What follows belongs to an exercise in optimizing a design on an open flow for small area; a production flow would make more cautious choices. At most, simulation tests tie the RTL to the original design; equivalence was not proved. No functional check of the RTL was part of run 6. No activity file was given, so power comes from the tool's default toggle rates.

==> design.v <==
module ptc_decoder #(
    parameter integer W        = 32,    
    parameter integer SHORT_LO = 350,
    parameter integer SHORT_HI = 650,
    parameter integer LONG_LO  = 1050,
    parameter integer LONG_HI  = 1950,
    parameter integer SYNC_LO  = 2800,
    parameter integer SYNC_HI  = 5200,
    parameter integer KIND     = 0,     
    parameter integer VLONG    = 0,     
    parameter integer HASPAR   = 0,     
    parameter integer HASCONST = 0,     
    parameter integer REARM    = 0,     
    parameter integer N        = 13,    
    parameter integer KW       = 5      
) (
    input  wire         clk,
    input  wire         rst,
    input  wire         ev_ts,
    input  wire         ev_arg,
    input  wire [31:0]  ts,
    input  wire [31:0]  arg,
    input  wire         do_enable,
    input  wire         do_disable,
    input  wire         do_init,
    input  wire [7:0]   init_mm1,      
    input  wire         do_cbret,
    output reg          msg_stb,
    output wire [W-1:0] msg,
    output wire         recv_next
);
    localparam integer KIND_PW2 = 0;
    localparam integer KIND_PP  = 1;
    localparam integer KIND_VAR = 2;
    reg          en;
    reg          insync;
    reg [KW-1:0] k;
    reg          ph;
    reg          first;
    wire [W-1:0] cand;
    reg          px;
    reg          pm;          
    wire [W-1:0] prev;
    reg  [7:0]   rep;
    reg  [7:0]   mm1;         
    reg          in_cb;
    wire [31:0]  lt;          
    wire        ev  = ev_ts | ev_arg;
    wire        act = ev & en;
    wire [31:0] xn;
    wire        c_short, c_long, in_sync;
    wire        st_ld = act | rst;
    ptc_stamp u_stamp (
        .clk(clk), .ts(ts), .arg(arg),
        .s_ts(ev_ts & !rst), .s_arg(!ev_ts & !rst), .ldn(!st_ld), .hold(!st_ld),
        .xn(xn), .lt(lt)
    );
    ptc_class #(
        .N(N), .SHORT_LO(SHORT_LO), .SHORT_HI(SHORT_HI), .LONG_LO(LONG_LO),
        .LONG_HI(LONG_HI), .SYNC_LO(SYNC_LO), .SYNC_HI(SYNC_HI)
    ) u_class (
        .xn(xn), .lt(lt), .c_short(c_short), .c_long(c_long), .c_sync(in_sync)
    );
    reg sym_more, sym_bit, sym_b;
    always @* begin
        case (KIND)
            KIND_PW2: begin
                sym_more = !ph && c_short;
                sym_bit  = ph && (c_short || c_long);
                sym_b    = c_long;
            end
            KIND_PP: begin
                sym_more = !ph && (c_short || c_long);
                sym_bit  = ph && (first ? c_short : c_long);
                sym_b    = first;
            end
            default: begin  
                sym_more = !ph && c_short;
                sym_bit  = ph ? c_short : c_long;
                sym_b    = ph ? (VLONG == 0) : (VLONG != 0);
            end
        endcase
    end
    genvar gi;
    wire          k_clr = act && !insync;
    wire          k_inc = act && insync && sym_bit;
    wire [KW-1:0] k0 = k & {KW{!k_clr}};
    wire [KW:0]   kc;
    wire [KW-1:0] n_k;
    assign kc[0] = k_inc;
    generate
        for (gi = 0; gi < KW; gi = gi + 1) begin : g_k
            assign n_k[gi]  = k0[gi] ^ kc[gi];
            assign kc[gi+1] = k0[gi] & kc[gi];
        end
    endgenerate
    wire [W-1:0] sh_cand = {cand[W-2:0], sym_b};
    wire         bit_ok  = act && insync && sym_bit;
    wire         last    = (k == W - 1);
    wire         bad_cst = (HASCONST != 0) && (k == 8) && (sh_cand[2:0] != 3'b110);
    wire         valid   = bit_ok && last && ((HASPAR == 0) || !(px ^ sym_b));
    wire         bmatch = (sym_b == cand[W-1]);
    wire         match  = pm && bmatch;
    wire         hit   = match ? (rep == mm1) : (mm1 == 8'd0);
    wire         r_keep = !rst && !do_init && (!valid || (match && !hit));
    wire         r_inc  = !rst && !do_init && valid && !hit;
    wire [7:0]   r0     = rep & {8{r_keep}};
    wire [8:0]   rc;
    wire [7:0]   n_rep;
    assign rc[0] = r_inc;
    generate
        for (gi = 0; gi < 8; gi = gi + 1) begin : g_rep
            assign n_rep[gi] = r0[gi] ^ rc[gi];
            assign rc[gi+1]  = r0[gi] & rc[gi];
        end
    endgenerate
    wire         disp  = valid && hit && !in_cb;
    reg e_insync;
    always @* begin
        e_insync = insync;
        if (act) begin
            if (!insync)
                e_insync = in_sync;
            else if (sym_more)
                e_insync = 1'b1;
            else if (sym_bit)
                e_insync = !bad_cst && (!last || (valid && REARM != 0));
            else
                e_insync = 1'b0;
        end
    end
    wire e_in_cb  = in_cb || disp;
    wire n_in_cb  = e_in_cb && !do_cbret;
    wire n_insync = e_insync && !do_enable && !do_init && !(do_cbret && e_in_cb);
    assign recv_next = n_insync && (|n_k[KW-1:2]);
    always @(posedge clk) begin
        k   <= n_k;
        rep <= n_rep;
        if (act) begin
            ph    <= insync && sym_more;
            first <= c_long;
            if (!insync) begin
                px <= 1'b0;
                pm <= 1'b1;
            end else if (sym_bit) begin
                px <= !last && (px ^ sym_b);
                pm <= last || (pm && bmatch);
            end
        end
    end
    wire c_sh = act && insync && sym_bit;
    wire c_pl = act && !insync;
    ptc_cand #(.W(W)) u_cand (.clk(clk), .pl(c_pl), .sh(c_sh), .hold(!c_sh && !c_pl),
                              .p(prev), .b(sym_b), .q(cand));
    ptc_hold  #(.W(W)) u_prev (.clk(clk), .ld(valid), .hold(!valid), .d(sh_cand), .q(prev));
    ptc_hold  #(.W(W)) u_msg  (.clk(clk), .ld(disp && !rst), .hold(!disp && !rst),
                               .d(sh_cand), .q(msg));
    always @(posedge clk) begin
        if (rst) begin
            en      <= 1'b0;
            insync  <= 1'b0;
            in_cb   <= 1'b0;
            msg_stb <= 1'b0;
        end else begin
            insync  <= n_insync;
            in_cb   <= n_in_cb;
            msg_stb <= disp;
            if (do_enable || do_init)
                en <= 1'b1;
            else if (do_disable)
                en <= 1'b0;
        end
    end
    wire m_ld   = do_init && !rst;
    wire m_hold = !do_init && !rst;
    always @(posedge clk)
        mm1 <= (init_mm1 & {8{m_ld}}) | (mm1 & {8{m_hold}}) | {7'd0, rst};
endmodule
module ptc_stamp (
    input  wire        clk,
    input  wire [31:0] ts,
    input  wire [31:0] arg,
    input  wire        s_ts,
    input  wire        s_arg,
    input  wire        ldn,       
    input  wire        hold,      
    output wire [31:0] xn,
    output reg  [31:0] lt
);
    assign xn = ~((ts & {32{s_ts}}) | (arg & {32{s_arg}}));
    always @(posedge clk)
        lt <= (~xn & ~{32{ldn}}) | (lt & {32{hold}});
endmodule
module ptc_class #(
    parameter integer N        = 13,
    parameter integer SHORT_LO = 350,
    parameter integer SHORT_HI = 650,
    parameter integer LONG_LO  = 1050,
    parameter integer LONG_HI  = 1950,
    parameter integer SYNC_LO  = 2800,
    parameter integer SYNC_HI  = 5200
) (
    input  wire [31:0] xn,
    input  wire [31:0] lt,
    output wire        c_short,
    output wire        c_long,
    output wire        c_sync
);
    wire [31:0]  p, g;
    wire [N:0]   c;
    wire [N-1:0] s;
    genvar gi;
    generate
        for (gi = 0; gi < 32; gi = gi + 1) begin : g_ha
            if (gi == 0 || gi >= N) begin : g_h
                ptc_ha u_ha (.a(xn[gi]), .b(lt[gi]), .s(p[gi]), .co(g[gi]));
            end
        end
        for (gi = 1; gi < N; gi = gi + 1) begin : g_fa
            ptc_fa u_fa (.a(xn[gi]), .b(lt[gi]), .ci(c[gi]), .s(s[gi]), .co(c[gi+1]));
        end
    endgenerate
    assign c[0] = 1'b0;
    assign c[1] = g[0];
    assign s[0] = p[0];
    wire [N-1:0] d  = ~s;
    wire [31:N]  cy = {g[30:N], c[N]};
    wire hz = &(p[31:N] ^ cy);
    function automatic ge_c(input [N-1:0] v, input integer cst);
        integer i;
        reg r;
        begin
            r = 1'b1;
            for (i = 0; i < N; i = i + 1)
                r = ((cst >> i) & 1) ? (v[i] & r) : (v[i] | r);
            ge_c = r;
        end
    endfunction
    assign c_short = hz && ge_c(d, SHORT_LO) && !ge_c(d, SHORT_HI);
    assign c_long  = hz && ge_c(d, LONG_LO)  && !ge_c(d, LONG_HI);
    assign c_sync  = hz && ge_c(d, SYNC_LO)  && !ge_c(d, SYNC_HI);
endmodule
module ptc_cand #(
    parameter integer W = 32
) (
    input  wire         clk,
    input  wire         pl,
    input  wire         sh,
    input  wire         hold,
    input  wire [W-1:0] p,
    input  wire         b,
    output reg  [W-1:0] q
);
    always @(posedge clk)
        q <= (p & {W{pl}}) | ({q[W-2:0], b} & {W{sh}}) | (q & {W{hold}});
endmodule
module ptc_hold #(
    parameter integer W = 32
) (
    input  wire         clk,
    input  wire         ld,
    input  wire         hold,
    input  wire [W-1:0] d,
    output reg  [W-1:0] q
);
    always @(posedge clk)
        q <= (d & {W{ld}}) | (q & {W{hold}});
endmodule
module ptc_ha (
    input  wire a,
    input  wire b,
    output wire s,
    output wire co
);
    assign s  = a ^ b;
    assign co = a & b;
endmodule
module ptc_fa (
    input  wire a,
    input  wire b,
    input  wire ci,
    output wire s,
    output wire co
);
    assign s  = a ^ b ^ ci;
    assign co = (a & b) | (ci & (a ^ b));
endmodule
module ptc_rx (
    input  wire        clk,
    input  wire        rst,
    input  wire [4:0]  edge_stb,
    input  wire [31:0] ts,
    input  wire        ms_tick,
    input  wire        cmd_stb,
    input  wire [7:0]  cmd,
    input  wire [31:0] arg_a,
    output reg         res_stb,
    output reg         res,
    output wire [4:0]  msg_stb,
    output wire [31:0] msg_aur,
    output wire [31:0] msg_wt4,
    output wire [29:0] msg_liv,
    output wire [23:0] msg_kop,
    output wire [35:0] msg_quh
);
    localparam [3:0] OP_EDGE    = 4'd1;
    localparam [3:0] OP_ENABLE  = 4'd2;
    localparam [3:0] OP_DISABLE = 4'd3;
    localparam [3:0] OP_INIT    = 4'd4;
    localparam [3:0] OP_POLL    = 4'd5;
    localparam [3:0] OP_ISRECV  = 4'd6;
    localparam [3:0] OP_CBRET   = 4'd7;
    reg        isr_pend;
    reg [2:0]  isr_pid;
    reg [15:0] isr_leftn;    
    wire [3:0] op  = cmd[7:4];
    wire [2:0] pid = cmd[2:0];
    wire cmd_ok = cmd_stb && !cmd[3] && !(pid[2] && (pid[1] || pid[0]));    
    wire cmd_acc = cmd_ok && (!isr_pend || op == OP_EDGE || op == OP_CBRET);
    wire [4:0] sel = 5'b00001 << pid;
    wire [4:0] c_edge    = (cmd_acc && op == OP_EDGE)    ? sel : 5'd0;
    wire [4:0] c_enable  = (cmd_acc && op == OP_ENABLE)  ? sel : 5'd0;
    wire [4:0] c_disable = (cmd_acc && op == OP_DISABLE) ? sel : 5'd0;
    wire [4:0] c_init    = (cmd_acc && op == OP_INIT)    ? sel : 5'd0;
    wire [4:0] c_cbret   = (cmd_acc && op == OP_CBRET)   ? sel : 5'd0;
    wire       c_poll    = cmd_acc && op == OP_POLL;
    wire       c_isrecv  = cmd_acc && op == OP_ISRECV;
    wire [4:0] ev_arg = c_edge & ~edge_stb;
    wire [4:0] recv_next;
    wire [8:0] mb;
    wire [7:0] init_mm1;
    assign mb[0] = |arg_a[7:0];
    genvar gi;
    generate
        for (gi = 0; gi < 8; gi = gi + 1) begin : g_mm1
            assign init_mm1[gi] = arg_a[gi] ^ mb[gi];
            assign mb[gi+1]     = !arg_a[gi] & mb[gi];
        end
    endgenerate
    wire [16:0] lc;
    wire [15:0] leftn1;
    assign lc[0] = ms_tick;
    generate
        for (gi = 0; gi < 16; gi = gi + 1) begin : g_left
            assign leftn1[gi] = isr_leftn[gi] ^ lc[gi];
            assign lc[gi+1]   = isr_leftn[gi] & lc[gi];
        end
    endgenerate
    ptc_decoder #(
        .W(32), .SHORT_LO(350), .SHORT_HI(650), .LONG_LO(1050), .LONG_HI(1950),
        .SYNC_LO(2800), .SYNC_HI(5200), .KIND(0), .VLONG(0),
        .HASPAR(1), .HASCONST(0), .REARM(0), .N(13), .KW(5)
    ) u_aur (
        .clk(clk), .rst(rst), .ev_ts(edge_stb[0]), .ev_arg(ev_arg[0]), .ts(ts), .arg(arg_a),
        .do_enable(c_enable[0]), .do_disable(c_disable[0]), .do_init(c_init[0]),
        .init_mm1(init_mm1), .do_cbret(c_cbret[0]),
        .msg_stb(msg_stb[0]), .msg(msg_aur), .recv_next(recv_next[0])
    );
    ptc_decoder #(
        .W(32), .SHORT_LO(700), .SHORT_HI(1300), .LONG_LO(1400), .LONG_HI(2600),
        .SYNC_LO(700), .SYNC_HI(1300), .KIND(2), .VLONG(0),
        .HASPAR(1), .HASCONST(1), .REARM(1), .N(12), .KW(5)
    ) u_wt4 (
        .clk(clk), .rst(rst), .ev_ts(edge_stb[1]), .ev_arg(ev_arg[1]), .ts(ts), .arg(arg_a),
        .do_enable(c_enable[1]), .do_disable(c_disable[1]), .do_init(c_init[1]),
        .init_mm1(init_mm1), .do_cbret(c_cbret[1]),
        .msg_stb(msg_stb[1]), .msg(msg_wt4), .recv_next(recv_next[1])
    );
    ptc_decoder #(
        .W(30), .SHORT_LO(98), .SHORT_HI(182), .LONG_LO(294), .LONG_HI(546),
        .SYNC_LO(784), .SYNC_HI(1456), .KIND(2), .VLONG(1),
        .HASPAR(0), .HASCONST(0), .REARM(0), .N(11), .KW(5)
    ) u_liv (
        .clk(clk), .rst(rst), .ev_ts(edge_stb[2]), .ev_arg(ev_arg[2]), .ts(ts), .arg(arg_a),
        .do_enable(c_enable[2]), .do_disable(c_disable[2]), .do_init(c_init[2]),
        .init_mm1(init_mm1), .do_cbret(c_cbret[2]),
        .msg_stb(msg_stb[2]), .msg(msg_liv), .recv_next(recv_next[2])
    );
    ptc_decoder #(
        .W(24), .SHORT_LO(84), .SHORT_HI(156), .LONG_LO(252), .LONG_HI(468),
        .SYNC_LO(672), .SYNC_HI(1248), .KIND(1), .VLONG(0),
        .HASPAR(0), .HASCONST(0), .REARM(0), .N(11), .KW(5)
    ) u_kop (
        .clk(clk), .rst(rst), .ev_ts(edge_stb[3]), .ev_arg(ev_arg[3]), .ts(ts), .arg(arg_a),
        .do_enable(c_enable[3]), .do_disable(c_disable[3]), .do_init(c_init[3]),
        .init_mm1(init_mm1), .do_cbret(c_cbret[3]),
        .msg_stb(msg_stb[3]), .msg(msg_kop), .recv_next(recv_next[3])
    );
    ptc_decoder #(
        .W(36), .SHORT_LO(245), .SHORT_HI(451), .LONG_LO(900), .LONG_HI(1251),
        .SYNC_LO(1960), .SYNC_HI(3640), .KIND(0), .VLONG(0),
        .HASPAR(0), .HASCONST(0), .REARM(0), .N(12), .KW(6)
    ) u_quh (
        .clk(clk), .rst(rst), .ev_ts(edge_stb[4]), .ev_arg(ev_arg[4]), .ts(ts), .arg(arg_a),
        .do_enable(c_enable[4]), .do_disable(c_disable[4]), .do_init(c_init[4]),
        .init_mm1(init_mm1), .do_cbret(c_cbret[4]),
        .msg_stb(msg_stb[4]), .msg(msg_quh), .recv_next(recv_next[4])
    );
    wire poll_cmd = recv_next[pid];
    wire poll_isr = recv_next[isr_pid];
    always @(posedge clk)
        isr_leftn <= c_isrecv ? ~arg_a[15:0] : leftn1;
    always @(posedge clk) begin
        if (rst) begin
            res_stb  <= 1'b0;
            res      <= 1'b0;
            isr_pend <= 1'b0;
        end else begin
            res_stb <= 1'b0;
            if (c_poll) begin
                res_stb <= 1'b1;
                res     <= poll_cmd;
            end else if (c_isrecv) begin
                if (poll_cmd) begin
                    res_stb <= 1'b1;
                    res     <= 1'b1;
                end else begin
                    isr_pend <= 1'b1;
                    isr_pid  <= pid;
                end
            end else if (isr_pend) begin
                if (poll_isr) begin
                    res_stb  <= 1'b1;
                    res      <= 1'b1;
                    isr_pend <= 1'b0;
                end else if (ms_tick) begin
                    if (&isr_leftn) begin
                        res_stb  <= 1'b1;
                        res      <= 1'b0;
                        isr_pend <= 1'b0;
                    end
                end
            end
        end
    end
endmodule
==> flow/run.sh <==
#!/bin/bash
# The standard layout (standard.sh, which logs each step under orfs/logs),
# with three changes: the smallest buffer on each port instead of the default
# port buffer; the synthesis buffers removed at floorplan so that
# repair_design buffers only what the placed design needs; and no dummy loads
# in the clock tree.
set -euo pipefail
export BUFFER_PORTS_ARGS="-buffer_cell sky130_fd_sc_hd__buf_1"
export REMOVE_ABC_BUFFERS=1
export CTS_ARGS="-sink_clustering_enable -repair_clock_nets -sink_clustering_size 25 -sink_clustering_max_diameter 90 -dont_use_dummy_load"
bash standard.sh > flow_make.log 2>&1
==> standard.sh <==
#!/bin/bash
# synth_recipe.tcl (not shown) runs the flow's synth.tcl, then flattens the netlist and writes it again
# the make line also repeats each setting of config.mk as NAME=value (left out here)
make -C /OpenROAD-flow-scripts/flow DESIGN_CONFIG=/design/flow/config.mk WORK_HOME=/design/flow/orfs CLKGATE_MAP_FILE= SYNTH_SCRIPT=/design/flow/synth_recipe.tcl "${@:-finish}"
==> config.mk <==
export PLATFORM = sky130hd
export DESIGN_NAME = ptc_rx
export DESIGN_NICKNAME = ptc_rx
export VERILOG_FILES = /design/flow/design.v
export SDC_FILE = /design/flow/constraint.sdc
export NUM_CORES = 4
export LEC_CHECK = 0
export CAP_MARGIN = 10
export CORE_MARGIN = 2
export CORE_UTILIZATION = 45
export CTS_CLUSTER_DIAMETER = 90
export CTS_CLUSTER_SIZE = 25
export PLACE_DENSITY = 0.6
export SLEW_MARGIN = 10
export SYNTH_HIERARCHICAL = 1
==> constraint.sdc <==
create_clock -name core_clock -period 12.0 [get_ports {clk}]
set_input_delay 2.4000 -clock core_clock [delete_from_list [all_inputs] [get_ports {clk}]]
set_output_delay 2.4000 -clock core_clock [all_outputs]
set_load 0.01 [all_outputs]
==> results of run 1 <==
-- cell usage after synthesis (10+ instances only) --
library cell | number | area [um2]
buf_4 | 16 | 120.1
nand2b_1 | 11 | 68.82
o21ai_1 | 27 | 135.1
edfxtp_1 | 16 | 480.5
xnor2_1 | 123 | 1077
a21oi_1 | 35 | 175.2
a211oi_1 | 13 | 97.59
nor3_1 | 32 | 160.2
ha_1 | 184 | 2302
a22o_1 | 282 | 2470
clkbuf_1 | 42 | 157.7
buf_2 | 48 | 240.2
dfxtp_1 | 767 | 15350
a222oi_1 | 154 | 1541
fa_1 | 54 | 1081
a22o_2 | 26 | 260.3
o21ai_0 | 178 | 890.9
inv_1 | 192 | 720.7
nor4_2 | 16 | 200.2
nand4_1 | 16 | 100.1
buf_6 | 79 | 889.6
nor4_1 | 33 | 206.5
xor2_1 | 38 | 332.8
or4_1 | 10 | 75.07
nor2b_1 | 35 | 219.0
nand2_1 | 224 | 840.8
a22oi_1 | 161 | 1209
nor2_1 | 111 | 416.7
mux2i_1 | 41 | 410.4
nand3_1 | 22 | 110.1
and2_1 | 37 | 231.5
-- per-module statistics from Yosys (local to each module, per instance), excerpt --
| module | flops+latches | cells inside |
|---|---|---|
| ptc_ha | 0 | 1 |
| ptc_fa | 0 | 1 |
| ptc_stamp | 32 | 140 |
| ptc_rx | 22 | 178 |
-- worst max-delay path, delay by kind of cell --
kind	cells	cell delay, ns
buf+inv	1	0.21
compound gates	4	0.95
xor+xnor	1	0.15
simple gates	7	2.33
mux	1	0.33
fa+ha+maj	17	5.35
-- flip-flops by register name (all words and copies together), names as in the netlist, 16 cells and up --
register          cells
u_quh.u_cand.q       36
u_wt4.u_stamp.lt     32
u_kop.u_msg.q        24
u_aur.u_prev.q       32
u_aur.u_msg.q        32
u_liv.u_prev.q       30
u_quh.u_stamp.lt     32
u_quh.u_msg.q        36
isr_leftn            16
u_aur.u_stamp.lt     32
u_kop.u_prev.q       24
u_kop.u_stamp.lt     32
u_liv.u_stamp.lt     32
u_quh.u_prev.q       36
u_aur.u_cand.q       32
u_wt4.u_prev.q       32
u_liv.u_cand.q       30
u_wt4.u_msg.q        32
u_liv.u_msg.q        30
u_wt4.u_cand.q       32
u_kop.u_cand.q       24
-- logic make-up after synthesis --
logic type	count (synthesis)
AND/OR/NAND/NOR	590
flip-flops	783
multiplexers	43
AO/OA/AOI/OAI	947
buffers and inverters	391
XOR/XNOR	161
adder cells (fa/ha/maj)	238
-- layer usage --
layer / vias up / track usage, %
li1: 11940 / -
met1: 12070 / 27.76
met2: 665 / 35.51
met3: 120 / 4.674
met4: 24 / 4.574
met5: - / 0
-- cell type report --
| class | count | area, um2 |
|---|---|---|
| Antenna cell | 6 | 15.01 |
| Clock buffer | 40 | 1001 |
| Fill cell | 6829 | 38310 |
| Inverter | 200 | 753.2 |
| Multi-Input combinational cell | 1979 | 15830 |
| Sequential cell | 783 | 15840 |
| Tap cell | 969 | 1212 |
| Timing Repair Buffer | 295 | 1364 |
-- path summary, 6_finish.rpt --
check,startpoint,endpoint,slack (ns),depth (start not counted)
setup / recovery,edge_stb[4],isr_pid[1]$_DFFE_PP_,0.52,31
hold reg to reg,u_aur.u_prev.q[30]$_DFF_P_,u_aur.u_cand.q[30]$_DFF_P_,0.46,2
hold / removal,u_aur.u_prev.q[30]$_DFF_P_,u_aur.u_cand.q[30]$_DFF_P_,0.46,2
setup reg to reg,u_quh.u_stamp.lt[0]$_DFF_P_,isr_pid[1]$_DFFE_PP_,2.69,28
-- power groups by stage --
stage	clock (uW)	sequential, uW	combinational [uW]
finish	1430	2720	635
global route	1570	2720	716
CTS	1480	2720	631
detailed placement	0	2780	626
global placement	0	2770	602
floorplan	0	2770	454
-- cell usage in the layout (no fill, tap or decap), types with 93 or more instances in the layout --
cell	synthesis	layout
a22o_1	282	282
a22oi_1	161	161
ha_1	184	184
a222oi_1	154	154
o21ai_0	178	178
xnor2_1	123	123
nand2_1	224	224
buf_1	6	240
dfxtp_1	767	767
inv_1	192	192
nor2_1	111	93
-- through the flow --
stage	util [%]	setup TNS [ns]	std cells	hold WS, ns	power, uW
after floorplan	-	-151.77	2962	0.4291	3219
after global placement	46.99	0	4223	0.4406	3372
after detailed placement	46.99	-0.1775	4223	0.4523	3401
after CTS	48.34	0	4263	0.4508	4830
after global routing	48.43	0	4267	0.4879	5012
final	48.45	0	4272	0.4590	4776
==> impl_results.md, run 1 <==
* Fraction of the mapped netlist area in adder cells at 10.04%
* Gp weighted congestion at 0.9197
* Postcts setup bufs at 0
* DR DRC count at 0
* CTS buffer count at 40
* Vias/cell at 5.809
* Combinational share of power at 13.3%
* Final HPWL DP at 58.97 mm
* Fin crit share at 95.68%
* Largest family of logic cells by synthesized area: compound AO/OA/AOI/OAI gates
* DRT Wirelength at 83.48 mm
* Clock share of power at 29.9%
* Worst Max-Slew Pin Slew at 1.244 ns
* Max incr delay on CP at 0.75 ns
* Synth Area in Simple Gates at 8.934%
* Ys async rst share at 0%
* Total global-route track usage at 21.11%
* Grt ovf at 0
* Skew final at 0.06934 ns
* Initial DRC count at 2647
* Largest net degree at the start of global routing at 65
* Clock Tree Buf Depth at 3
* Max-slew violation count at 0
* Place WS at -0.05917 ns
* Final setup viols at 0
* Switching part of the total at 25.91%
* Final min period at 11.48 ns
* Syn_area_per_cell at 10.69 um2
* Compound-Gate Fraction of Synth Area at 22.08%
* Post-Synthesis Cells at 3153
* Pleak at 0.01492 uW
* Count of buffers from port buffering at 241
* Worst setup path class: in2reg
* CP endpoint kind: register
* CTS root buffer: clkbuf_16
* CP dominant cell by count: fa_1
* Met1 WL at 36.65 mm
* Finished Cell Area at 36010 um2
* CTS tree: done
* DR top layer: met5
* Post-synth EDFFs at 16
* Post-synth cell types at 90
* Reg power frac at 56.9%
* Nets at 3618
* Vias in the first global route at 24410
* P_int at 3538 uW
* Initial core utilization at 45.34%
* Worst Hold Class: reg2reg
* TritonRoute pass-1 iters at 10
* Die height at 277.6 um
* I/O pins at 242
* Fmax at 0.08710 GHz
* Initial antenna violation count at 19
* NetSw at 1237 uW
* Ys flop type: dfxtp_1
* Sequential-to-total area share from yosys stat at 46.99%
* Core area at 74320 um2
* CTS resizes at 0
* Metal3 WL at 5.588 mm
* Cell Area, Placed at 34920 um2
* Max-capacitance violation count at 0
* RSZ-0062 raised after global routing: false
* Post-Synth XOR/XNOR Area at 4.185%
* CTS Hold Bufs at 0
* Relative slew slack at 16.86%
* Met2 wire length at 39.51 mm
* Max stage delay cell, worst path: nor4_1
* Power Dens Cells at 132.6 nW/um2
* WL per Instance at 19.54 um
* First-pass GRT wire length at 133.7 mm
* Status: complete, no violations
* Critical Path AT at 11.76 ns
* Post-Synthesis Cell Area at 33700 um2
* Post-route antenna net violation count at 0
* Worst skew pair latency at 0.62 ns
* Rows at 100
* #FFs+latches synth at 783
* Num Clock Sinks at 783
* Area Growth Syn to Fin at 6.866%
* Share of cells above drive strength 1 at 6.339%
* Yosys warns at 26
* Peak supply drop at 96.31 uV
* Die X-Extent at 277.6 um
* Slack of the critical path at 0.5184 ns
* H-tree lvl count at 2
* Mux cell area share after synthesis at 1.285%
* Clock-pin slew on the worst setup and hold paths at 0.10 ns
* Endpoints failing hold at 0
* Die area at 77080 um2
* CP max FO at 4
* Critical Path Start Type: input port
* Required @ worst endpoint at 12.28 ns
* Via count at 24810
==> run 2, diff against run 1 <==
--- a/config.mk
+++ b/config.mk
@@ -5,11 +5,11 @@
 export SDC_FILE = /design/flow/constraint.sdc
 export NUM_CORES = 4
 export LEC_CHECK = 0
-export CAP_MARGIN = 10
+export CAP_MARGIN = 5
 export CORE_MARGIN = 2
 export CORE_UTILIZATION = 45
 export CTS_CLUSTER_DIAMETER = 90
 export CTS_CLUSTER_SIZE = 25
 export PLACE_DENSITY = 0.6
-export SLEW_MARGIN = 10
+export SLEW_MARGIN = 5
 export SYNTH_HIERARCHICAL = 1
==> run 2 against run 1 <==
Compared with the run above:
- sequential share of layout area up 0.087 points
- still clean
- highest routed layer unchanged
- critical endpoint unchanged
- count of clock-buffer cells in the layout did not move
- clock power about the same
==> impl_results.md, run 2 <==
* Fin crit share at 95.81% (+0.13 points)
* Placed Cells at 4223 (unchanged)
* Initial core utilization at 45.34% (unchanged)
* Postcts setup bufs at 0 (unchanged)
* Post-synth EDFFs at 16 (unchanged)
* Post-Synthesis Cell Area at 33700 um2 (unchanged)
* Area Growth Syn to Fin at 6.654%
* Final min period at 11.50 ns (+0.01573 ns)
* Clock-pin slew on the worst setup and hold paths at 0.10 ns (about the same)
* Count of buffers from port buffering at 241 (unchanged)
* CTS root buffer: clkbuf_16
* Ys flop type: dfxtp_1
* Core area at 74320 um2 (unchanged)
* Initial antenna violation count at 19 (unchanged)
* Worst Max-Slew Pin Slew at 1.242 ns (-0.002021 ns)
* Peak supply drop at 96.03 uV (-0.29%)
* Max incr delay on CP at 0.75 ns (about the same)
* Clock Tree Buf Depth at 3 (unchanged)
* CP dominant cell by count: fa_1
* Final setup viols at 0 (unchanged)
* Syn_area_per_cell at 10.69 um2 (unchanged)
* Post-synth top area share at 45.57% (unchanged)
* Initial DRC count at 2621 (-0.98%)
* Finished Cell Area at 35940 um2 (-0.20%)
* R2r worst-path depth at 29 (+3.6%)
* Hold path depth at 2 (unchanged)
* Status: complete, no violations
* Die height at 277.6 um (unchanged)
* Fmax at 0.08698 GHz (-0.14%)
* Die X-Extent at 277.6 um (unchanged)
* Leading cell type in the layout, fill and taps excluded: dfxtp_1
* Worst skew pair latency at 0.62 ns (about the same)
* DRT Wirelength at 83.59 mm (+0.13%)
* RSZ-0062 raised after global routing: false
* CTS tree: done
* Critical Path AT at 11.78 ns (+0.02 ns)
* CP endpoint kind: register
* Area leader, netlist: dfxtp_1
* Share of cells above drive strength 1 at 6.254% (-0.085 points)
* Largest regs: u_quh.u_cand.q: 36 flops, u_quh.u_msg.q: 36 flops, u_quh.u_prev.q: 36 flops
* Rows at 100 (unchanged)
* Largest cells by area after synthesis: dfxtp_1, a22o_1, ha_1
* #FFs+latches synth at 783 (unchanged)
* Required @ worst endpoint at 12.28 ns (about the same)
* TritonRoute pass-1 iters at 10 (unchanged)
* Endpoints failing hold at 0 (unchanged)
* Yosys warns at 26 (unchanged)
* CTS Hold Bufs at 0 (unchanged)
* Count leader, synth: dfxtp_1
* Worst Hold Class: reg2reg
* Sequential-to-total area share from yosys stat at 46.99% (unchanged)
* Vias in the first global route at 24410 (unchanged)
* Max-slew violation count at 0 (unchanged)
* Max-capacitance violation count at 0 (unchanged)
* Post-route antenna net violation count at 0 (unchanged)
* Power Dens Cells at 132.8 nW/um2 (+0.14%)
* WL per Instance at 19.58 um (+0.22%)
* DR DRC count at 0 (unchanged)
* First-pass GRT wire length at 133.7 mm (unchanged)
* Final TNS setup at 0 ns (unchanged)
* Largest net degree at the start of global routing at 65 (unchanged)
* CTS buffer count at 40 (unchanged)
* Cell Area, Placed at 34920 um2 (unchanged)
* Final HPWL DP at 58.97 mm (unchanged)
* Relative slew slack at 16.99% (+0.14 points)
* Vias/cell at 5.819 (+0.19%)
* Num Clock Sinks at 783 (unchanged)
* CP max FO at 4 (unchanged)
* Grt ovf at 0 (unchanged)
* Synth top cells by count: dfxtp_1, a22o_1, nand2_1
* Commonest cells after routing, fill and taps aside: dfxtp_1, a22o_1, buf_1
* I/O pins at 242 (unchanged)
* Multi-input logic area at 15820 um2 (about the same)
* Hold WS at 0.4568 ns (-0.002106 ns)
* Die area at 77080 um2 (unchanged)
* Via count at 24840 (+0.093%)
* Ys async rst share at 0% (unchanged)
* Worst setup path class: in2reg
* Total global-route track usage at 21.11% (unchanged)
* CTS resizes at 0 (unchanged)
* Pleak at 0.01489 uW (-0.19%)
* Nets at 3615 (-0.083%)
* Max stage delay cell, worst path: nor4_1
* Gp weighted congestion at 0.9197 (unchanged)
* Register area at 15840 um2 (unchanged)
* H-tree lvl count at 2 (unchanged)
* Skew final at 0.06768 ns (-0.001661 ns)
* Fillcell total at 6834 (+0.073%)
* Critical Path Start Type: input port
* Post-synth cell types at 90 (unchanged)
* Final cell count without fillers at 4268 (-0.094%)
* Post-Synthesis Cells at 3153 (unchanged)
## run 2: changes by cell type in the layout (fill, tap and decap cells not counted), sizes merged
cell / delta
buf: -3
diode: -1
## run 2: per-module statistics from Yosys (local to each module, per instance), a selection
module | cell area [um2] | cells
ptc_stamp | 1219 | 140
ptc_ha | 12.51 | 1
ptc_rx | 1430 | 178
ptc_fa | 20.02 | 1
## run 2: final cells by class
class / instances / area share [%]
Clock buffer: 40 / 2.785
Sequential cell: 783 / 44.06
Timing Repair Buffer: 292 / 3.628
Antenna cell: 5 / 0.03482
Inverter: 200 / 2.096
Multi-Input combinational cell: 1979 / 44.02
Tap cell: 969 / 3.374
## run 2: path summary, 6_finish.rpt
path | from | end | slack (ns)
min | u_aur.u_prev.q[30]$_DFF_P_ | u_aur.u_cand.q[30]$_DFF_P_ | 0.46
min reg2reg | u_aur.u_prev.q[30]$_DFF_P_ | u_aur.u_cand.q[30]$_DFF_P_ | 0.46
max | edge_stb[4] | isr_pid[1]$_DFFE_PP_ | 0.50
max reg2reg | u_quh.u_stamp.lt[0]$_DFF_P_ | isr_pid[1]$_DFFE_PP_ | 2.66
## run 2: kinds of logic (layout without fill, tap and decap cells)
| family | count (synthesis) | after routing | share of synthesized area (%) |
|---|---|---|---|
| AO/OA/AOI/OAI | 947 | 947 | 22.08 |
| XOR/XNOR | 161 | 161 | 4.185 |
| adder cells (fa/ha/maj) | 238 | 238 | 10.04 |
| buffers and inverters | 391 | 532 | 6.480 |
| flip-flops | 783 | 783 | 46.99 |
| multiplexers | 43 | 43 | 1.285 |
| other | 0 | 5 | 0 |
| AND/OR/NAND/NOR | 590 | 590 | 8.934 |
## run 2: critical path: cells and delay by family
family	cells	cell delay [ns]
adder cells (fa/ha/maj)	17	5.32
XOR/XNOR	2	0.26
AO/OA/AOI/OAI	4	0.95
buffers and inverters	1	0.20
AND/OR/NAND/NOR	7	2.28
multiplexers	1	0.33
## run 2: layer usage
layer / GRT usage, % / share of wire (%) / vias up
met5: 0 / 0.19 / -
met4: 4.574 / 1.9 / 24
met3: 4.674 / 7.0 / 124
met2: 35.51 / 47 / 703
met1: 27.76 / 44 / 12060
li1: - / - / 11920
## run 2: stage by stage
| stage | total power (uW) | util [%] | setup WS [ns] |
|---|---|---|---|
| 2_1_floorplan | 3219 | - | -1.560 |
| 3_3_place_gp | 3372 | 46.99 | 0.3360 |
| 3_5_place_dp | 3401 | 46.99 | -0.05917 |
| 4_1_cts | 4830 | 48.34 | 0.5475 |
| 5_1_grt | 5009 | 48.34 | 0.02966 |
| 6_report | 4773 | 48.36 | 0.5027 |
## run 2: power by group
group          internal, uW  switching [uW]
Sequential             2670            41.5
Clock                   598             827
Combinational           265             368
==> run 3, diff against run 2 <==
--- a/config.mk
+++ b/config.mk
@@ -5,11 +5,11 @@
 export SDC_FILE = /design/flow/constraint.sdc
 export NUM_CORES = 4
 export LEC_CHECK = 0
-export CAP_MARGIN = 5
+export CAP_MARGIN = 0
 export CORE_MARGIN = 2
 export CORE_UTILIZATION = 45
 export CTS_CLUSTER_DIAMETER = 90
 export CTS_CLUSTER_SIZE = 25
 export PLACE_DENSITY = 0.6
-export SLEW_MARGIN = 5
+export SLEW_MARGIN = 0
 export SYNTH_HIERARCHICAL = 1
==> run 3 against run 2 <==
Compared with the run above:
- still clean
- die area is the same
- register-to-register slack hardly changed
- critical path depth is the same
- non-clock buffer count unchanged
- synthesized cell count unchanged
- global-route usage unchanged
- first-iteration DRC count stayed put
- critical path type unchanged
==> impl_results.md, run 3 <==
* Post-synth cell types at 90 (unchanged)
* DR top layer: met5
* Initial core utilization at 45.34% (unchanged)
* Largest regs: u_quh.u_cand.q: 36 flops, u_quh.u_msg.q: 36 flops, u_quh.u_prev.q: 36 flops
* Final TNS setup at 0 ns (unchanged)
* Worst Hold Class: reg2reg
* Count of buffers from port buffering at 241 (unchanged)
* Gp weighted congestion at 0.9197 (unchanged)
* Reg power frac at 56.9% (about the same)
* Met2 wire length at 39.34 mm (unchanged)
* Final setup viols at 0 (unchanged)
* Post-Synthesis Cells at 3153 (unchanged)
* Vias/cell at 5.819 (unchanged)
* Final HPWL DP at 58.97 mm (unchanged)
* CTS resizes at 0 (unchanged)
* Grt ovf at 0 (unchanged)
* Postcts setup bufs at 0 (unchanged)
* CP max FO at 4 (unchanged)
* Pleak at 0.01489 uW (unchanged)
* Skew final at 0.06768 ns (unchanged)
* Peak supply drop at 96.03 uV (unchanged)
* Post-Synthesis Cell Area at 33700 um2 (unchanged)
* CTS Hold Bufs at 0 (unchanged)
* Largest cells by area after synthesis: dfxtp_1, a22o_1, ha_1
* CP delay by family, top: adder cells
* Commonest cells after routing, fill and taps aside: dfxtp_1, a22o_1, buf_1
* Fin crit share at 95.81% (unchanged)
* I/O pins at 242 (unchanged)
* Required @ worst endpoint at 12.28 ns (about the same)
* Power Dens Cells at 132.8 nW/um2 (unchanged)
* Met1 WL at 36.63 mm (unchanged)
* Worst setup path class: in2reg
* Synth top cells by count: dfxtp_1, a22o_1, nand2_1
* Post-synth top area share at 45.57% (unchanged)
* Initial antenna violation count at 19 (unchanged)
* Switching part of the total at 25.91% (unchanged)
* Final min period at 11.50 ns (unchanged)
* Post-synth EDFFs at 16 (unchanged)
* Placed Cells at 4223 (unchanged)
* Via count at 24840 (unchanged)
* Power consumption at 4773 uW (unchanged)
* Core area at 74320 um2 (unchanged)
* Area Growth Syn to Fin at 6.654% (unchanged)
* Largest net degree at the start of global routing at 65 (unchanged)
* Max-slew violation count at 0 (unchanged)
* Max-capacitance violation count at 0 (unchanged)
* Die area at 77080 um2 (unchanged)
* P_int at 3536 uW (unchanged)
* Final cell count without fillers at 4268 (unchanged)
* NetSw at 1236 uW (unchanged)
* Vias in the first global route at 24410 (unchanged)
* Worst skew pair latency at 0.62 ns (about the same)
* Yosys warns at 26 (unchanged)
* Die height at 277.6 um (unchanged)
* TritonRoute pass-1 iters at 10 (unchanged)
* Count leader, synth: dfxtp_1
* Share of cells above drive strength 1 at 6.254% (unchanged)
* Status: complete, no violations
* RSZ-0062 raised after global routing: false
* Rows at 100 (unchanged)
* Total global-route track usage at 21.11% (unchanged)
* Post-route antenna net violation count at 0 (unchanged)
* FF-to-FF setup slack at 2.66 ns (about the same)
* Clock Tree Buf Depth at 3 (unchanged)
* Fmax at 0.08698 GHz (unchanged)
* H-tree lvl count at 2 (unchanged)
* Combinational share of power at 13.3% (about the same)
* DR DRC count at 0 (unchanged)
* #FFs+latches synth at 783 (unchanged)
* Endpoints failing hold at 0 (unchanged)
* Critical Path Start Type: input port
* Leading cell type in the layout, fill and taps excluded: dfxtp_1
* CP dominant cell by count: fa_1
* Num Clock Sinks at 783 (unchanged)
* Ys async rst share at 0% (unchanged)
* Ys flop type: dfxtp_1
* Worst Max-Slew Pin Slew at 1.242 ns (unchanged)
* CTS root buffer: clkbuf_16
* Sequential-to-total area share from yosys stat at 46.99% (unchanged)
* Syn_area_per_cell at 10.69 um2 (unchanged)
* WL per Instance at 19.58 um (unchanged)
* CTS buffer count at 40 (unchanged)
* CP endpoint kind: register
* Die X-Extent at 277.6 um (unchanged)
* Critical Path AT at 11.78 ns (about the same)
* Clock share of power at 29.9% (about the same)
* Initial DRC count at 2621 (unchanged)
* Nets at 3615 (unchanged)
* Relative slew slack at 16.99% (unchanged)
* DRT Wirelength at 83.59 mm (unchanged)
* CTS tree: done
* Metal3 WL at 5.853 mm (unchanged)
* Max incr delay on CP at 0.75 ns (about the same)
* Area leader, netlist: dfxtp_1
* Max stage delay cell, worst path: nor4_1
* CP bufs+invs at 1 (unchanged)
* Clock-pin slew on the worst setup and hold paths at 0.10 ns (about the same)
* First-pass GRT wire length at 133.7 mm (unchanged)
## run 3: cell counts after synthesis
No cell type changed its count.
## run 3: worst register-to-register path, delay by kind of cell (launching register included)
family                     cells  cell delay (ns)
AOI/OAI and AO/OA              3             0.82
xor gates and xnor gates       2             0.26
adders and majority gates     17             5.28
DFF                            1             0.32
muxes                          1             0.33
and+or+nand+nor                6             2.04
## run 3: cell type report
cell class	instances	area, um2
diodes	5	12.51
clock buffers	40	1001
fillers	6834	38380
inverters	200	753.2
multi-input cells	1979	15820
flip-flops and latches	783	15840
well taps	969	1212
repair buffers	292	1304
## run 3: modules after synthesis (local to each module, per instance), a selection
module	cells inside	copies in the design
ptc_fa	1	54
ptc_ha	1	106
ptc_stamp	140	5
ptc_rx	178	1
## run 3: kinds of logic (layout without fill, tap and decap cells)
group,after synthesis,after routing,synth area share (%)
buffers and inverters,391,532,6.480
flip-flops,783,783,46.99
AND/OR/NAND/NOR,590,590,8.934
AO/OA/AOI/OAI,947,947,22.08
XOR/XNOR,161,161,4.185
multiplexers,43,43,1.285
adder cells (fa/ha/maj),238,238,10.04
other,0,5,0
## run 3: power groups by stage
stage	Clock, uW	Combinational [uW]	Sequential, uW
floorplan	0	454	2770
global placement	0	602	2770
detailed placement	0	626	2780
CTS	1480	631	2720
global route	1570	713	2720
finish	1430	632	2710
## run 3: worst paths after layout
path,depth (start not counted),endpoint,startpoint
setup reg to reg,29,isr_pid[1]$_DFFE_PP_,u_quh.u_stamp.lt[0]$_DFF_P_
hold / removal,2,u_aur.u_cand.q[30]$_DFF_P_,u_aur.u_prev.q[30]$_DFF_P_
setup / recovery,32,isr_pid[1]$_DFFE_PP_,edge_stb[4]
hold reg to reg,2,u_aur.u_cand.q[30]$_DFF_P_,u_aur.u_prev.q[30]$_DFF_P_
## run 3: routing by layer
layer  global-route usage (%)  up-vias
li1                         -    11920
met1                    27.76    12060
met2                    35.51      703
met3                    4.674      124
met4                    4.574       24
met5                        0        -
## run 3: through the flow
step	hold WS (ns)	util (%)	setup WS (ns)	cell area, um2
final	0.4568	48.36	0.5027	35940
after global routing	0.4879	48.34	0.02966	35930
after CTS	0.4508	48.34	0.5475	35930
after detailed placement	0.4523	46.99	-0.05917	34920
after global placement	0.4406	46.99	0.3360	34920
after floorplan	0.4291	-	-1.560	32270
==> run 4, diff against run 3 <==
--- a/design.v
+++ b/design.v
@@ -132,7 +132,11 @@
     wire e_in_cb  = in_cb || disp;
     wire n_in_cb  = e_in_cb && !do_cbret;
     wire n_insync = e_insync && !do_enable && !do_init && !(do_cbret && e_in_cb);
-    assign recv_next = n_insync && (|n_k[KW-1:2]);
+    wire k_ge4  = |k[KW-1:2];
+    wire k_eq3  = !(|k[KW-1:2]) && k[1] && k[0];
+    wire k_ones = &k;
+    assign recv_next = n_insync && !k_clr &&
+                       ((k_ge4 && !(k_inc && k_ones)) || (k_inc && k_eq3));
     always @(posedge clk) begin
         k   <= n_k;
         rep <= n_rep;
--- a/config.mk
+++ b/config.mk
@@ -5,11 +5,11 @@
 export SDC_FILE = /design/flow/constraint.sdc
 export NUM_CORES = 4
 export LEC_CHECK = 0
-export CAP_MARGIN = 0
+export CAP_MARGIN = 20
 export CORE_MARGIN = 2
 export CORE_UTILIZATION = 45
 export CTS_CLUSTER_DIAMETER = 90
 export CTS_CLUSTER_SIZE = 25
 export PLACE_DENSITY = 0.6
-export SLEW_MARGIN = 0
+export SLEW_MARGIN = 20
 export SYNTH_HIERARCHICAL = 1
==> run 4 against run 3 <==
Compared with the run above:
- still clean on timing, DRC and antenna
- setup slack better by 0.44 ns
- flip-flop and latch count unchanged
- total power decreased by 0.29%
- worst hold slack improved by 0.0091 ns
- cell area is 0.82% higher
- synthesized cell count is 0.57% higher
- clock power about the same
- sequential power is essentially flat
- critical path depth is 1 higher
- via count is 1.6% higher
- first-iteration DRC count fell by 5.3%
- critical path type unchanged
- critical endpoint is now u_aur.rep[7]$_DFF_P_
- largest power group unchanged
==> impl_results.md, run 4 <==
* Fmax at 0.09046 GHz (+4.0%)
* I/O pins at 242 (unchanged)
* First-pass GRT wire length at 133.9 mm (+0.20%)
* Rows at 100 (unchanged)
* Nets at 3642 (+0.75%)
* Area leader, netlist: dfxtp_1
* CTS root buffer: clkbuf_16
* Critical Path AT at 11.53 ns (-0.25 ns)
* Clock Tree Buf Depth at 3 (unchanged)
* Post-synth top area share at 45.33% (-0.24 points)
* Final min period at 11.05 ns (-0.4427 ns)
* Initial DRC count at 2482 (-5.3%)
* Share of cells above drive strength 1 at 6.835% (+0.58 points)
* Commonest cells after routing, fill and taps aside: dfxtp_1, a22o_1, buf_1
* Largest cells by area after synthesis: dfxtp_1, a22o_1, ha_1
* Sequential-to-total area share from yosys stat at 46.75% (-0.24 points)
* Postcts setup bufs at 0 (unchanged)
* Skew final at 0.05473 ns (-0.01295 ns)
* Core area at 74450 um2 (+0.17%)
* Fillcell total at 6779 (-0.80%)
* Post-route antenna net violation count at 0 (unchanged)
* Vias in the first global route at 24340 (-0.29%)
* Ys flop type: dfxtp_1
* Area Growth Syn to Fin at 6.970%
* CTS resizes at 0 (unchanged)
* Status: complete, no violations
* Die X-Extent at 278.4 um (+0.26%)
* Ys async rst share at 0% (unchanged)
* Syn_area_per_cell at 10.68 um2 (about the same)
* WL per Instance at 19.62 um (+0.18%)
* FF-to-FF setup slack at 3.03 ns (+0.37 ns)
* Yosys warns at 26 (unchanged)
* Peak supply drop at 91.52 uV (-4.7%)
* Max stage delay cell, worst path: a2111oi_2
* Endpoints failing hold at 0 (unchanged)
* Worst setup path class: in2reg
* Hold WS at 0.4660 ns (+0.009150 ns)
* Fin crit share at 92.12% (-3.7 points)
* Final setup viols at 0 (unchanged)
* TritonRoute pass-1 iters at 9 (-1)
* Max-capacitance violation count at 0 (unchanged)
* Count leader, synth: dfxtp_1
* CP bufs+invs at 1 (unchanged)
* Worst reg2reg path endpoint: u_aur.rep[7]$_DFF_P_
* Cell count along the critical path at 33 (+3.1%)
* CTS Hold Bufs at 0 (unchanged)
* Critical path destination: u_aur.rep[7]$_DFF_P_
* Post-Synthesis Cells at 3171 (+0.57%)
* Count of buffers from port buffering at 241 (unchanged)
* Relative slew slack at 27.46% (+10 points)
* Place WS at 0.2772 ns (+0.3364 ns)
* Post-Synthesis Cell Area at 33870 um2 (+0.52%)
* Synth top cells by count: dfxtp_1, a22o_1, nand2_1
* H-tree lvl count at 2 (unchanged)
* Worst Max-Slew Pin Slew at 1.087 ns (-0.1551 ns)
* Largest regs: u_quh.u_cand.q: 36 flops, u_quh.u_msg.q: 36 flops, u_quh.u_prev.q: 36 flops
* Max incr delay on CP at 0.55 ns (-0.20 ns)
* DRT Wirelength at 84.35 mm (+0.91%)
* Worst Hold Class: reg2reg
* #FFs+latches synth at 783 (unchanged)
* CP endpoint kind: register
* Num Clock Sinks at 783 (unchanged)
* CP delay by family, top: adder cells
* Post-synth EDFFs at 16 (unchanged)
* Leading cell type in the layout, fill and taps excluded: dfxtp_1
* Power Dens Cells at 131.3 nW/um2 (-1.1%)
* Gp weighted congestion at 0.8926 (-2.9%)
* CTS tree: done
* Worst skew pair latency at 0.60 ns (-0.02 ns)
* Grt ovf at 0 (unchanged)
* CP max FO at 7 (+3)
* Max-slew violation count at 0 (unchanged)
* Vias/cell at 5.868 (+0.84%)
* RR Startpoint: u_aur.u_stamp.lt[0]$_DFF_P_
* Initial antenna violation count at 24 (+5)
* Total global-route track usage at 21.19% (+0.078 points)
* Via count at 25230 (+1.6%)
* Required @ worst endpoint at 12.48 ns (+0.20 ns)
* Worst Setup SP: edge_stb[0]
* Die height at 278.4 um (+0.26%)
* CP dominant cell by count: fa_1
* CTS buffer count at 39 (-2.5%)
* RSZ-0062 raised after global routing: false
* Final HPWL DP at 58.34 mm (-1.1%)
* Post-synth cell types at 95 (+5.6%)
* Slack of the critical path at 0.9454 ns (+0.4427 ns)
* R2r worst-path depth at 30 (+3.4%)
* DR DRC count at 0 (unchanged)
* Largest net degree at the start of global routing at 65 (unchanged)
* Initial core utilization at 45.50% (+0.16 points)
* Clock-pin slew on the worst setup and hold paths at 0.09 ns (about the same)
* Die area at 77480 um2 (+0.52%)
* Critical Path Start Type: input port
* Pleak at 0.01492 uW (+0.19%)
-- run 4: changes by cell type in the layout (fill, tap and decap cells not counted), moves of 4 or more --
cell / before / now
buf_4: 50 / 57
diode_2: 5 / 9
o21a_1: 2 / 6
nand2_1: 224 / 219
a211oi_1: 13 / 5
a2111oi_0: 3 / 7
nor3_1: 28 / 33
o211ai_1: 3 / 7
-- run 4: worst min-delay path: cells and delay by family (launching register included) --
kind	cells	cell delay (ns)
DFF	1	0.33
AOI/OAI and AO/OA	1	0.05
and+or+nand+nor	1	0.05
-- run 4: report_power, final --
group / leakage [uW] / switching [uW] / internal, uW / total, uW
clock: 0.000481 / 821 / 584 / 1410
sequential: 0.00638 / 42.4 / 2670 / 2720
combinational: 0.00806 / 370 / 268 / 638
total: 0.0149 / 1230 / 3530 / 4760
-- run 4: area by class of cell --
type	instances	area [um2]	share of cell area, %
Sequential cell	783	15840	43.70
Clock buffer	39	975.9	2.693
Antenna cell	9	22.52	0.06216
Multi-Input combinational cell	1994	15980	44.10
Timing Repair Buffer	303	1444	3.985
Inverter	202	763.2	2.106
Tap cell	969	1212	3.346
-- run 4: metrics by stage --
| step | util, % | cells | TNS (ns) | total power [uW] | area [um2] |
|---|---|---|---|---|---|
| floorplan | - | 2979 | -164.41 | 3219 | 32430 |
| detailed placement | 47.21 | 4247 | 0 | 3404 | 35140 |
| CTS | 48.52 | 4286 | 0 | 4810 | 36120 |
| global placement | 47.18 | 4246 | 0 | 3377 | 35120 |
| finish | 48.67 | 4299 | 0 | 4759 | 36230 |
| global route | 48.64 | 4291 | 0 | 4994 | 36210 |
-- run 4: cell families after synthesis --
family / Yosys count / share of synthesized area (%)
AOI/OAI and AO/OA: 950 / 22.10
xor gates and xnor gates: 161 / 4.163
adders and majority gates: 238 / 9.988
buffers and inverters: 394 / 6.501
DFF: 783 / 46.75
muxes: 44 / 1.322
and+or+nand+nor: 601 / 9.172
-- run 4: how the worst min path moves through the flow --
stage / slack, ns / start / end / cells after the start
after floorplan: 0.43 / u_aur.u_stamp.lt[29]$_DFF_P_ / u_aur.u_stamp.lt[29]$_DFF_P_ / 2
after global placement: 0.44 / u_aur.u_stamp.lt[29]$_DFF_P_ / u_aur.u_stamp.lt[29]$_DFF_P_ / 2
after detailed placement: 0.45 / u_aur.u_stamp.lt[26]$_DFF_P_ / u_aur.u_stamp.lt[26]$_DFF_P_ / 2
after CTS: 0.47 / u_kop.u_stamp.lt[31]$_DFF_P_ / u_kop.u_stamp.lt[31]$_DFF_P_ / 2
after global routing: 0.49 / u_aur.u_prev.q[5]$_DFF_P_ / u_aur.u_prev.q[5]$_DFF_P_ / 1
final: 0.47 / u_kop.u_stamp.lt[31]$_DFF_P_ / u_kop.u_stamp.lt[31]$_DFF_P_ / 2
-- run 4: per-layer routing --
metal  GRT usage (%)  share of wire [%]
met1           28.69                 45
met2           34.34                 46
met3           4.810                7.2
met4           4.990                1.9
met5               0               0.21
-- run 4: modules after synthesis, one instance, submodules excluded, a selection --
module,cell area (um2),flip-flops and latches,cells,times used
ptc_stamp,1219,32,140,5
ptc_rx,1430,22,178,1
ptc_ha,12.51,0,1,106
ptc_fa,20.02,0,1,54
==> run 5, diff against run 4 <==
--- a/config.mk
+++ b/config.mk
@@ -7,9 +7,9 @@
 export LEC_CHECK = 0
 export CAP_MARGIN = 20
 export CORE_MARGIN = 2
-export CORE_UTILIZATION = 45
+export CORE_UTILIZATION = 50
 export CTS_CLUSTER_DIAMETER = 90
 export CTS_CLUSTER_SIZE = 25
-export PLACE_DENSITY = 0.6
+export PLACE_DENSITY = 0.65
 export SLEW_MARGIN = 20
 export SYNTH_HIERARCHICAL = 1
==> run 5 against run 4 <==
Compared with the run above:
- total power is 0.16% higher
- count of clock-buffer cells in the layout is 1 higher
- global-route usage is 1.7 points higher
- flip-flop and latch count stayed put
- worst hold slack worse by 0.0085 ns
- via count hardly changed
- utilization is 5.1 points higher
- first-iteration DRC count is 3.1% higher
- clock power hardly changed
- sequential share of layout area is 0.14 points higher
==> impl_results.md, run 5 <==
* Placed Cells at 4149 (-2.3%)
* Peak supply drop at 94.81 uV (+3.6%)
* Status: complete, no violations
* I/O pins at 242 (unchanged)
* Gp weighted congestion at 0.8933 (about the same)
* Ys flop type: dfxtp_1
* CP endpoint kind: register
* Grt ovf at 0 (unchanged)
* Ys async rst share at 0% (unchanged)
* Critical Path AT at 11.55 ns (+0.02 ns)
* Vias/cell at 6.009 (+2.4%)
* CTS root buffer: clkbuf_16
* Area Growth Syn to Fin at 6.623%
* Total global-route track usage at 22.85% (+1.7 points)
* Max stage delay cell, worst path: a2111oi_2
* DRT Wirelength at 82.74 mm (-1.9%)
* Skew final at 0.05593 ns (+0.001197 ns)
* Initial DRC count at 2558 (+3.1%)
* Initial antenna violation count at 19 (-21%)
* Largest net degree at the start of global routing at 65 (unchanged)
* Power consumption at 4767 uW (+0.16%)
* CTS tree: done
* Post-route antenna net violation count at 0 (unchanged)
* Post-synth cell types at 95 (unchanged)
* Post-Synthesis Cells at 3171 (unchanged)
* Worst Hold Class: reg2reg
* Endpoints failing hold at 0 (unchanged)
* Via count at 25240 (+0.063%)
* Fmax at 0.09022 GHz (-0.27%)
* Synth top cells by count: dfxtp_1, a22o_1, nand2_1
* Count of buffers from port buffering at 241 (unchanged)
* Num Clock Sinks at 783 (unchanged)
* CTS resizes at 0 (unchanged)
* First-pass GRT wire length at 131.5 mm (-1.8%)
* CTS Hold Bufs at 0 (unchanged)
* Post-synth top area share at 45.33% (unchanged)
* Pleak at 0.01492 uW (about the same)
* DR DRC count at 0 (unchanged)
* CTS buffer count at 40 (+2.6%)
* Commonest cells after routing, fill and taps aside: dfxtp_1, a22o_1, buf_1
* Required @ worst endpoint at 12.46 ns (-0.02 ns)
* Max-capacitance violation count at 0 (unchanged)
* Max-slew violation count at 0 (unchanged)
* Final min period at 11.08 ns (+0.02984 ns)
* Clock-pin slew on the worst setup and hold paths at 0.10 ns (about the same)
* Core area at 67160 um2 (-9.8%)
* Post-synth EDFFs at 16 (unchanged)
* Share of cells above drive strength 1 at 6.805% (-0.030 points)
* Syn_area_per_cell at 10.68 um2 (unchanged)
* Cell Area, Placed at 34990 um2 (-0.42%)
* Relative slew slack at 21.79% (-5.7 points)
* Nets at 3642 (unchanged)
* Count leader, synth: dfxtp_1
* Final TNS setup at 0 ns (unchanged)
* CP dominant cell by count: fa_1
* Worst skew pair latency at 0.59 ns (about the same)
* Leading cell type in the layout, fill and taps excluded: dfxtp_1
* Final HPWL DP at 57.69 mm (-1.1%)
* RR Startpoint: u_aur.u_stamp.lt[0]$_DFF_P_
* Worst Max-Slew Pin Slew at 1.170 ns (+0.08337 ns)
* Critical Path Start Type: input port
* Postcts setup bufs at 0 (unchanged)
* CP max FO at 7 (unchanged)
* Rows at 95 (-5.0%)
* Power Dens Cells at 132.0 nW/um2 (+0.49%)
* Yosys warns at 26 (unchanged)
* TritonRoute pass-1 iters at 8 (-1)
* Post-Synthesis Cell Area at 33870 um2 (unchanged)
* Initial core utilization at 50.44% (+4.9 points)
* Vias in the first global route at 24330 (-0.053%)
* Final core utilization at 53.78% (+5.1 points)
* Largest regs: u_quh.u_cand.q: 36 flops, u_quh.u_msg.q: 36 flops, u_quh.u_prev.q: 36 flops
* Fin crit share at 92.37% (+0.25 points)
* Final setup viols at 0 (unchanged)
* Final cell count without fillers at 4201 (-2.3%)
* #FFs+latches synth at 783 (unchanged)
* Sequential-to-total area share from yosys stat at 46.75% (unchanged)
* Finished Cell Area at 36120 um2 (-0.32%)
* Die area at 69840 um2 (-9.9%)
* WL per Instance at 19.69 um (+0.37%)
* Die height at 264.3 um (-5.1%)
* Worst setup path class: in2reg
* Area leader, netlist: dfxtp_1
* Worst Setup SP: edge_stb[0]
* Largest cells by area after synthesis: dfxtp_1, a22o_1, ha_1
* Fillcell total at 5832 (-14%)
* Max incr delay on CP at 0.55 ns (about the same)
* Clock Tree Buf Depth at 3 (unchanged)
* H-tree lvl count at 2 (unchanged)
* RSZ-0062 raised after global routing: false
* Die X-Extent at 264.3 um (-5.1%)
* Worst hold start: u_wt4.u_prev.q[3]$_DFF_P_
## run 5: cell counts after synthesis
No cell type changed its count.
## run 5: cells by family (layout without fill, tap and decap cells)
group | Yosys count | in the layout | share of synthesized area, %
compound gates | 950 | 950 | 22.10
mux | 44 | 44 | 1.322
fa+ha+maj | 238 | 238 | 9.988
flops | 783 | 783 | 46.75
buf+inv | 394 | 544 | 6.501
other cells | 0 | 7 | 0
simple gates | 601 | 601 | 9.172
xor+xnor | 161 | 161 | 4.163
## run 5: path summary, 6_finish.rpt
kind | endpoint | slack, ns | cells past startpoint
min reg2reg | u_wt4.u_cand.q[3]$_DFF_P_ | 0.46 | 2
min | u_wt4.u_cand.q[3]$_DFF_P_ | 0.46 | 2
max reg2reg | u_aur.rep[7]$_DFF_P_ | 3.05 | 30
max | u_aur.rep[7]$_DFF_P_ | 0.92 | 33
## run 5: modules after synthesis (local to each module, per instance), excerpt
module / flops+latches / times used / cell area, um2
ptc_fa: 0 / 54 / 20.02
ptc_ha: 0 / 106 / 12.51
ptc_rx: 22 / 1 / 1430
ptc_stamp: 32 / 5 / 1219
## run 5: metrics by stage
step                      hold slack [ns]  setup slack (ns)
final                              0.4575            0.9156
after global routing               0.4861            0.5055
after CTS                          0.4605            0.8888
after detailed placement           0.4505            0.2911
after global placement             0.4407            0.4526
after floorplan                    0.4291            -1.715
## run 5: routing by layer
metal	routed length, um	global-route usage (%)	share of wire [%]
met1	36920	30.80	45
met3	5418	4.754	6.5
met4	1473	5.144	1.8
met5	244	0	0.29
met2	38680	37.71	47
## run 5: worst max-delay path, delay by kind of cell
kind / cells / cell delay [ns]
and+or+nand+nor: 6 / 1.42
AOI/OAI and AO/OA: 4 / 0.98
buffers and inverters: 1 / 0.22
adders and majority gates: 20 / 6.29
xor gates and xnor gates: 2 / 0.26
## run 5: power by group
group	switching [uW]	internal [uW]	total [uW]
sequential	42.0	2670	2720
clock	816	598	1410
combinational	368	268	637
total	1230	3540	4770
## run 5: layout make-up
type | instances | area [um2] | area share (%)
multi-input combinational | 1994 | 15980 | 44.24
tap | 873 | 1092 | 3.024
timing repair buffer | 302 | 1429 | 3.956
clock buffer | 40 | 1001 | 2.772
inverter | 202 | 763.2 | 2.113
sequential | 783 | 15840 | 43.85
antenna | 7 | 17.52 | 0.04850
==> run 6, diff against run 5 <==
--- a/design.v
+++ b/design.v
@@ -132,11 +132,7 @@
     wire e_in_cb  = in_cb || disp;
     wire n_in_cb  = e_in_cb && !do_cbret;
     wire n_insync = e_insync && !do_enable && !do_init && !(do_cbret && e_in_cb);
-    wire k_ge4  = |k[KW-1:2];
-    wire k_eq3  = !(|k[KW-1:2]) && k[1] && k[0];
-    wire k_ones = &k;
-    assign recv_next = n_insync && !k_clr &&
-                       ((k_ge4 && !(k_inc && k_ones)) || (k_inc && k_eq3));
+    assign recv_next = n_insync && (|n_k[KW-1:2]);
     always @(posedge clk) begin
         k   <= n_k;
         rep <= n_rep;
@@ -163,6 +159,7 @@
         if (rst) begin
             en      <= 1'b0;
             insync  <= 1'b0;
+            mm1     <= 8'd1;
             in_cb   <= 1'b0;
             msg_stb <= 1'b0;
         end else begin
@@ -173,12 +170,10 @@
                 en <= 1'b1;
             else if (do_disable)
                 en <= 1'b0;
+            if (do_init)
+                mm1 <= init_mm1;
         end
     end
-    wire m_ld   = do_init && !rst;
-    wire m_hold = !do_init && !rst;
-    always @(posedge clk)
-        mm1 <= (init_mm1 & {8{m_ld}}) | (mm1 & {8{m_hold}}) | {7'd0, rst};
 endmodule
 module ptc_stamp (
     input  wire        clk,
--- a/flow/run.sh
+++ b/flow/run.sh
@@ -7,5 +7,5 @@
 set -euo pipefail
 export BUFFER_PORTS_ARGS="-buffer_cell sky130_fd_sc_hd__buf_1"
 export REMOVE_ABC_BUFFERS=1
-export CTS_ARGS="-sink_clustering_enable -repair_clock_nets -sink_clustering_size 25 -sink_clustering_max_diameter 90 -dont_use_dummy_load"
+export CTS_ARGS="-sink_clustering_enable -repair_clock_nets -sink_clustering_size 30 -sink_clustering_max_diameter 110 -dont_use_dummy_load"
 bash standard.sh > flow_make.log 2>&1
--- a/config.mk
+++ b/config.mk
@@ -7,9 +7,9 @@
 export LEC_CHECK = 0
 export CAP_MARGIN = 20
 export CORE_MARGIN = 2
-export CORE_UTILIZATION = 50
-export CTS_CLUSTER_DIAMETER = 90
-export CTS_CLUSTER_SIZE = 25
-export PLACE_DENSITY = 0.65
+export CORE_UTILIZATION = 45
+export CTS_CLUSTER_DIAMETER = 110
+export CTS_CLUSTER_SIZE = 30
+export PLACE_DENSITY = 0.6
 export SLEW_MARGIN = 20
 export SYNTH_HIERARCHICAL = 1
==> run 6 against run 5 <==
Compared with the run above:
- still clean on timing, DRC and antenna
- combinational power barely moved
- synthesized cell count is 0.47% lower
- count of clock-buffer cells in the layout is 6 lower
- utilization fell by 5.4 points
- first-iteration DRC count decreased by 2.6%
- critical path depth fell by 2
- die area increased by 11%
- flip-flop and latch count did not move
- register-to-register slack worse by 0.27 ns
- worst hold slack better by 0.0061 ns
- via count fell by 1.7%
- global-route usage is 2.1 points lower
- critical endpoint is now isr_pid[0]$_DFFE_PP_
- largest cell class unchanged
- largest power group unchanged
==> impl_results.md, run 6 <==
* Ys flop type: dfxtp_1
* Fillcell total at 6827 (+17%)
* Multi-input logic area at 15900 um2 (-0.50%)
* Critical Path AT at 11.59 ns (+0.04 ns)
* CP endpoint kind: register
* Finished Cell Area at 35990 um2 (-0.35%)
* DR DRC count at 0 (unchanged)
* Worst setup path class: in2reg
* Gp weighted congestion at 0.9067 (+1.5%)
* I/O pins at 242 (unchanged)
* Final cell count without fillers at 4272 (+1.7%)
* Via count at 24830 (-1.7%)
* Die X-Extent at 278.0 um (+5.2%)
* Final setup viols at 0 (unchanged)
* Post-route antenna net violation count at 0 (unchanged)
* Fin crit share at 94.69% (+2.3 points)
* Peak supply drop at 72.64 uV (-23%)
* Status: complete, no violations
* CTS resizes at 0 (unchanged)
* Combinational share of power at 13.7% (+0.3 points)
* Cell Area, Placed at 34970 um2 (about the same)
* Ys async rst share at 0% (unchanged)
* Clock Tree Buf Depth at 3 (unchanged)
* Commonest cells after routing, fill and taps aside: dfxtp_1, a22o_1, buf_1
* Die area at 77310 um2 (+11%)
* CP max FO at 14 (+7)
* Total global-route track usage at 20.74% (-2.1 points)
* Yosys warns at 26 (unchanged)
* Register area at 15840 um2 (unchanged)
* Max stage delay cell, worst path: nor4_1
* CP dominant cell by count: fa_1
* Synth top cells by count: dfxtp_1, a22o_1, nand2_1
* Final HPWL DP at 58.65 mm (+1.7%)
* Initial core utilization at 45.39% (-5.0 points)
==> run 6: cell count changes in the layout (fill, tap and decap cells not counted), sizes merged, moves of 5 or more <==
cell	change
nor2	-7
a21oi	-6
buf	-6
clkbuf	-6
nand2	+5
a211oi	+8
==> run 6: path summary, 6_finish.rpt <==
| path | start | end | depth (start not counted) |
|---|---|---|---|
| max reg2reg | u_quh.u_stamp.lt[0]$_DFF_P_ | isr_pid[0]$_DFFE_PP_ | 28 |
| min | u_aur.u_stamp.lt[21]$_DFF_P_ | u_aur.u_stamp.lt[21]$_DFF_P_ | 2 |
| max | rst | isr_pid[0]$_DFFE_PP_ | 31 |
| min reg2reg | u_aur.u_stamp.lt[21]$_DFF_P_ | u_aur.u_stamp.lt[21]$_DFF_P_ | 2 |
==> run 6: tightest hold or removal path, stage by stage, from the launching register on <==
cell and delay, ns:
dfxtp_1 0.33, nand2_1 0.05, o21ai_0 0.05
==> run 6: cell type report <==
type | count | share of cell area, %
well taps | 969 | 3.369
inverters | 201 | 2.124
multi-input cells | 1979 | 44.17
diodes | 10 | 0.06953
flip-flops and latches | 783 | 44.00
clock buffers | 34 | 2.364
repair buffers | 296 | 3.901
==> run 6: layer usage <==
metal  part of all wire, %  GRT usage [%]  vias to the layer above
met2                    46          33.42                      689
met3                   7.2          4.735                      138
met4                   2.2          5.184                       32
met1                    45          28.11                    12030
met5                  0.25              0                        -
li1                      -              -                    11930
==> run 6: kinds of logic after synthesis <==
| logic type | after synthesis | share of synthesized area (%) |
|---|---|---|
| DFF | 783 | 46.86 |
| xor gates and xnor gates | 161 | 4.228 |
| adders and majority gates | 238 | 10.01 |
| AOI/OAI and AO/OA | 946 | 22.09 |
| and+or+nand+nor | 593 | 9.019 |
| buffers and inverters | 394 | 6.572 |
| muxes | 41 | 1.222 |
==> run 6: through the flow <==
| stage | TNS, ns | hold slack (ns) | utilization [%] | worst slack (ns) |
|---|---|---|---|---|
| 3_5_place_dp | 0 | 0.4495 | 46.98 | 0.03796 |
| 3_3_place_gp | 0 | 0.4397 | 46.98 | 0.3946 |
| 6_report | 0 | 0.4636 | 48.34 | 0.6368 |
| 5_1_grt | 0 | 0.4911 | 48.31 | 0.1385 |
| 2_1_floorplan | -83.35 | 0.4291 | - | -1.560 |
| 4_1_cts | 0 | 0.4701 | 48.12 | 0.6824 |
==> run 6: modules after synthesis (local to each module, per instance), a selection <==
module	flops+latches	copies in the design	cell area, um2
ptc_stamp	32	5	1219
ptc_ha	0	106	12.51
ptc_fa	0	54	20.02
ptc_rx	22	1	1430
==> run 6: power by group through the flow <==
| stage | combinational, uW | sequential [uW] | clock (uW) |
|---|---|---|---|
| 2_1_floorplan | 453 | 2760 | 0 |
| 3_3_place_gp | 600 | 2770 | 0 |
| 3_5_place_dp | 628 | 2770 | 0 |
| 4_1_cts | 633 | 2710 | 1380 |
| 5_1_grt | 713 | 2720 | 1460 |
| 6_report | 638 | 2710 | 1320 |

Check on run 6: ideal ports give 0.637 ns setup slack; a clkbuf_16 on the clock port and buf_2 on the inputs give 0.599 ns; moving port delays by the midpoint clock arrival (0.631 ns) as well gives -0.032 ns.
